This design comes from an exercise in tuning for small area, a short achievable clock period and few clock cycles on the open sky130 flow, not from production work. Only simulation tests tie the RTL to the original design; equivalence was not proved. Power and IR drop assume default switching activity.

## dict_expand
module dict_expand (
    input  wire       clk,
    input  wire       rst,         
    input  wire       start,       
    output wire [1:0] status,      
    output wire [2:0] err,         
    input  wire       in_valid,
    input  wire       in_end,      
    input  wire [7:0] in_data,
    output wire       in_ready,
    output wire       out_valid,
    output wire [7:0] out_data,
    input  wire       out_ready
);
Size: about 2000 cells after synthesis, roughly 29 I/O pins, roughly 26000 um2 of cells after synthesis.
export LEC_CHECK = 0
export CAP_MARGIN = 20
export CORE_MARGIN = 2
export CORE_UTILIZATION = 40
export CTS_CLUSTER_DIAMETER = 100
export CTS_CLUSTER_SIZE = 30
export PLACE_DENSITY = 0.6
export SLEW_MARGIN = 20
create_clock -name core_clock -period 12.5 [get_ports {clk}]
standard.sh (not shown) runs the stock make flow with config.mk's settings and CLKGATE_MAP_FILE= SYNTH_SCRIPT=/design/flow/synth_recipe.tcl, a recipe that flattens the netlist after the stock synthesis.
==> flow/flow/run.sh <==
#!/bin/bash
# Standard layout, with repair_timing asked to overfix setup (the SDC and
# clock period are the design's; only the repair target is tighter), and
# the port buffers made of buf_4 cells.
set -euo pipefail
export SETUP_SLACK_MARGIN=9.0
export BUFFER_PORTS_ARGS="-buffer_cell sky130_fd_sc_hd__buf_4"
bash standard.sh > standard_flow.log 2>&1
Testbench counts at the start, summed over its fixed seeds: cycles 30,599.
==> next run, changes <==
--- a/flow/design.v
+++ b/flow/design.v
@@ -193,19 +193,20 @@
     reg        einit;
     reg  [5:0] p;                  
     reg  [6:0] cur;                
     reg  [7:0] sl0, sl1, sl2, sl3;
     reg  [3:0] rv;                 
     reg  [3:0] s;                  
     reg        s2v;
     reg  [5:0] c2r;                
     reg        hv;
-    reg  [7:0] head;
+    reg  [7:0] head;               
+    reg  [7:0] hcopy;              
     reg        ov;
     reg  [7:0] w0, w1;
     always @(*) begin
         case (cur[1:0])
             2'd0:    begin w0 = sl0; w1 = sl1; end
             2'd1:    begin w0 = sl1; w1 = sl2; end
             2'd2:    begin w0 = sl2; w1 = sl3; end
             default: begin w0 = sl3; w1 = sl0; end
         endcase
@@ -278,19 +279,20 @@
             rv  <= rv_n;
             p   <= cons ? p : p_i;
             cur <= cons ? cur_i : cur;
             if (adv1) s <= s_n;
         end
         if (adv1) c2r <= code;
         if (start_go)  s2v <= 1'b0;
         else if (adv1) s2v <= 1'b1;
         else if (adv2) s2v <= 1'b0;
-        if (adv2) head <= dview[8*dp +: 8];
+        if (adv2) hcopy <= dview[8*dp +: 8];
+        head <= (adv2 | ~hv) ? dview[8*dp +: 8] : hcopy;
         hv <= start_go ? 1'b0 : hv_n;
     end
     wire [9:0] rb_ld = {nb - U[6:0], 3'b000} - {6'd0, pad} - 10'd11;
     wire [9:0] rb_m  = rb - {7'd0, cw};
     wire       last  = (rb == {7'd0, cw});
     wire       ok_e  = (err_use == 2'd0) & ~pz_use;
     always @(posedge clk) begin
         ph   <= start_go ? 6'd63 : ph + 6'd1;
         lagv <= wr & ~start_go;
=> Hold slack is worse by 0.0060 ns. Setup slack is better by 0.17 ns. Utilization grows by 0.79 points. Via count grows slightly. Total power grows by a few percent. Sequential power grows by a few percent. Non-clock buffer count grows by 30. Final area grows by a few percent. Die area grows slightly. Fmax grows by a few percent. Count of clock-buffer cells in the layout grows by 3.
Testbench counts after the change, summed over its fixed seeds: cycles 30,599.

== old ==
Another version of the RTL of dict_expand (not shown whole).
For scale: roughly 29 I/O pins, about 0.025 mm^2 of cells after synthesis.
==> flow/config.mk <==
export PLATFORM = sky130hd
export DESIGN_NAME = dict_expand
export DESIGN_NICKNAME = dict_expand
export VERILOG_FILES = /design/flow/design.v
export SDC_FILE = /design/flow/constraint.sdc
export NUM_CORES = 4
export LEC_CHECK = 0
export CAP_MARGIN = 20
export CORE_MARGIN = 2
export CORE_UTILIZATION = 40
export CTS_CLUSTER_DIAMETER = 100
export CTS_CLUSTER_SIZE = 30
export PLACE_DENSITY = 0.6
export SLEW_MARGIN = 20
==> flow/constraint.sdc <==
create_clock -name core_clock -period 12.5 [get_ports {clk}]
set_input_delay 2.5000 -clock core_clock [delete_from_list [all_inputs] [get_ports {clk}]]
set_output_delay 2.5000 -clock core_clock [all_outputs]
set_load 0.01 [all_outputs]
Scripts as last shown in full above: flow/flow/run.sh
Testbench counts of old, summed over its fixed seeds: cycles 30,599.
> inputs changed (old -> new)
--- a/flow/design.v
+++ b/flow/design.v
@@ -150,23 +150,23 @@
     endgenerate
     reg        q_k1;               
     reg        q_code;             
     reg        q_first;            
     reg  [7:0] q_ends;             
     reg  [2:0] q_jn;               
     reg  [1:0] q_err;              
     reg        q_pz;               
     reg        bad_acc;            
     reg  [1:0] errl;               
     reg        pzl;                
-    reg  [9:0] rb;                 
+    reg  [8:0] rb;                 
     wire       r_code  = (U != 8'd0) && ({1'b0, nb} > U) && (nb[6:1] != 6'd0);
     wire       r_first = r_code & ~q_code;
     wire [10:0] ptab   = phase_tab({code_width(U), r_first, q_jn});
     wire [7:0] r_ends  = ptab[7:0] & {8{r_code}};
     wire       r_pz    = r_first && (pad == 3'd5);
     reg  [1:0] r_err;
     always @(*) begin
         if (!r_code)
             r_err = 2'd2;
         else if (r_first && pad[2:1] == 2'b11)
             r_err = 2'd3;
@@ -183,23 +183,22 @@
             ge[i] = ge6(cwin[7-i +: 6] & cmask, U6);
     end
     wire       bad_all   = |(q_ends & ge);
     wire       bad_valid = |(q_ends & vmask & ge);
     wire       pz      = q_k1 | q_pz;
     wire [1:0] errl_c  = q_k1 ? ((U != 8'd0) ? 2'd2 : (pad == 3'd5) ? 2'd0 : 2'd3) :
                          (q_err != 2'd0) ? q_err :
                          (bad_acc | bad_valid) ? 2'd3 : 2'd0;
     wire [1:0] err_use = lagv ? errl_c : errl;
     wire       pz_use  = lagv ? pz : pzl;
     reg        einit;
-    reg  [5:0] p;                  
     reg  [6:0] cur;                
     reg  [7:0] sl0, sl1, sl2, sl3;
     reg  [3:0] rv;                 
     reg  [3:0] s;                  
     reg        s2v;
     reg  [5:0] c2r;                
     reg        hv;
     reg  [7:0] head;
     reg        ov;
     reg  [7:0] w0, w1;
     always @(*) begin
@@ -216,28 +215,29 @@
     wire        span  = (s < 4'd8);                       
     wire        can1  = rv[0] & (~span | rv[1]);
     wire        adv1_a = can1 & (~s2v | ~hv);
     wire        adv1_b = can1 & ov;
     wire        adv2_a = s2v & ~hv;
     wire        adv2_b = s2v & ov;
     wire        take  = ov & out_ready;
     wire        adv1  = adv1_a | (adv1_b & out_ready);
     wire        adv2  = adv2_a | (adv2_b & out_ready);
     wire        hv_n  = adv2 | (hv & ~take);
     wire        cons  = adv1 & xw;                        
+    wire [5:0]  p     = ph - cur[5:0];                    
     wire        z     = rv[0] & (p[1:0] == 2'd0);
     wire [3:0]  tsel  = z ? p[5:2] - 4'd1 : p[5:2];
     wire [2:0]  jt    = z ? 3'd4 : {1'b0, p[1:0]};       
     wire [7:0]  F     = dview[32*tsel +: 8];
-    wire [7:0]  dlt   = {1'b0, nb} - {1'b0, cur};            
-    wire        dpos  = ~dlt[7];
+    wire [6:0]  dlt   = nb - cur;                         
+    wire        dpos  = 1'b1;
     wire        dhi   = |dlt[6:3];
     wire [5:0]  dgt;                                      
     assign dgt[0] = dpos & (dhi | (dlt[2:0] > 3'd0));
     assign dgt[1] = dpos & (dhi | (dlt[2:0] > 3'd1));
     assign dgt[2] = dpos & (dhi | (dlt[2:0] > 3'd2));
     assign dgt[3] = dpos & (dhi | (dlt[2:0] > 3'd3));
     assign dgt[4] = dpos & (dhi | (dlt[2:0] > 3'd4));
     assign dgt[5] = dpos & (dhi | (dlt[2:0] > 3'd5));
     reg         tav;
     always @(*) begin
         case (jt)
@@ -248,56 +248,53 @@
             default: tav = dgt[5] | (em & dgt[4]);
         endcase
     end
     wire        ld_a  = einit & tav & ~jt[2];             
     wire        ld_b  = einit & tav;                      
     wire        load  = ld_a | (ld_b & cons);
     wire [3:0]  lsel  = 4'd1 << ph[1:0];
     wire [3:0]  rv_k  = rv | ({3'd0, ld_a} << jt[1:0]);
     wire [4:0]  rv_s  = {1'b0, rv} | ({4'd0, ld_b} << jt);
     wire [3:0]  rv_n  = cons ? rv_s[4:1] : rv_k;
     wire        init_e = lagv & q_first;
-    wire [5:0]  p_i   = p + 6'd1;
     wire [6:0]  cur_i = cur + 7'd1;
     wire [3:0]  s_n   = xw ? s - {1'b0, cw} + 4'd8 : s - {1'b0, cw};
     wire [5:0]  dp    = ph - 6'd1 - c2r;                  
     always @(posedge clk) begin
         if (load & lsel[0]) sl0 <= F;
         if (load & lsel[1]) sl1 <= F;
         if (load & lsel[2]) sl2 <= F;
         if (load & lsel[3]) sl3 <= F;
         if (start_go) begin
             rv    <= 4'd0;
             einit <= 1'b0;
         end else if (init_e) begin
             rv    <= 4'd0;
             einit <= 1'b1;
-            p     <= 6'd1;
             cur   <= nb - 7'd1;
             s     <= 4'd0 - {1'b0, cw};
         end else begin
             rv  <= rv_n;
-            p   <= cons ? p : p_i;
             cur <= cons ? cur_i : cur;
             if (adv1) s <= s_n;
         end
         if (adv1) c2r <= code;
         if (start_go)  s2v <= 1'b0;
         else if (adv1) s2v <= 1'b1;
         else if (adv2) s2v <= 1'b0;
         if (adv2) head <= dview[8*dp +: 8];
         hv <= start_go ? 1'b0 : hv_n;
     end
-    wire [9:0] rb_ld = {nb - U[6:0], 3'b000} - {6'd0, pad} - 10'd11;
-    wire [9:0] rb_m  = rb - {7'd0, cw};
-    wire       last  = (rb == {7'd0, cw});
+    wire [8:0] rb_ld = {nb[5:0] - U[5:0], 3'b000} - {6'd0, pad} - 9'd11;
+    wire [8:0] rb_m  = rb - {6'd0, cw};
+    wire       last  = (rb == {6'd0, cw});
     wire       ok_e  = (err_use == 2'd0) & ~pz_use;
     always @(posedge clk) begin
         ph   <= start_go ? 6'd63 : ph + 6'd1;
         lagv <= wr & ~start_go;
         cw    <= code_width(U);
         if (wr && nb == 7'd0) hdr0 <= in_data;
         if (wr && nb == 7'd1) ulo  <= in_data[7:5];
         if (start_go) begin
             q_k1    <= 1'b0;
             q_code  <= 1'b0;
             q_first <= 1'b0;
--- outcome ---
new and old all finish clean.
Antenna cell count (higher): new
Number of post-CTS setup repair buffers (new over old): increase, 29
The number of vias per cell after detailed routing on old is in line with that on new.
Between old and new, the parity-gate share of the synthesized area counting xor and xnor cells does not differ in any meaningful way.
new against old: hold slack went up 0.0081 ns; total power density per cell area went up about 6%.
Via count on new is behind old.
The share of total power consumed by net switching reported for new is greater than that of old by 1.8 points.
Testbench counts of new, summed over its fixed seeds: cycles 30,599.

==> afterwards: timing with drivers on the ports <==
In the flow no input, the clock included, has a driving cell. The finished layouts below were timed again as built, in two steps.
Step 1 sets driving cells, clkbuf_16 on the clock port and buf_2 on the other inputs (assumed; they add their load-dependent delay and slew).
Step 2 times the ports against the registers' clock, not the clock port: input delays grow and output delays shrink by t, the midpoint of the rising clock arrivals with the driver on.
Three values: ideal ports, drivers, drivers and shift; two values: the first two.
run	t (ns)	slack for setup (ns)	worst slew at a driven data input, ns
the first run of note 1	0.675	8.703 / 8.645 / 8.448	0.09
the second run of note 1	0.661	8.877 / 8.817 / 8.411	0.09
old	0.665	8.739 / 8.683 / 8.406	0.04
new	0.678	8.699 / 8.639 / 8.519	0.04
After both steps every run listed still meets setup and hold. For the second run of note 1, which loses most, drivers alone change the setup slack by -0.060 ns; drivers and shift together by -0.466 ns.
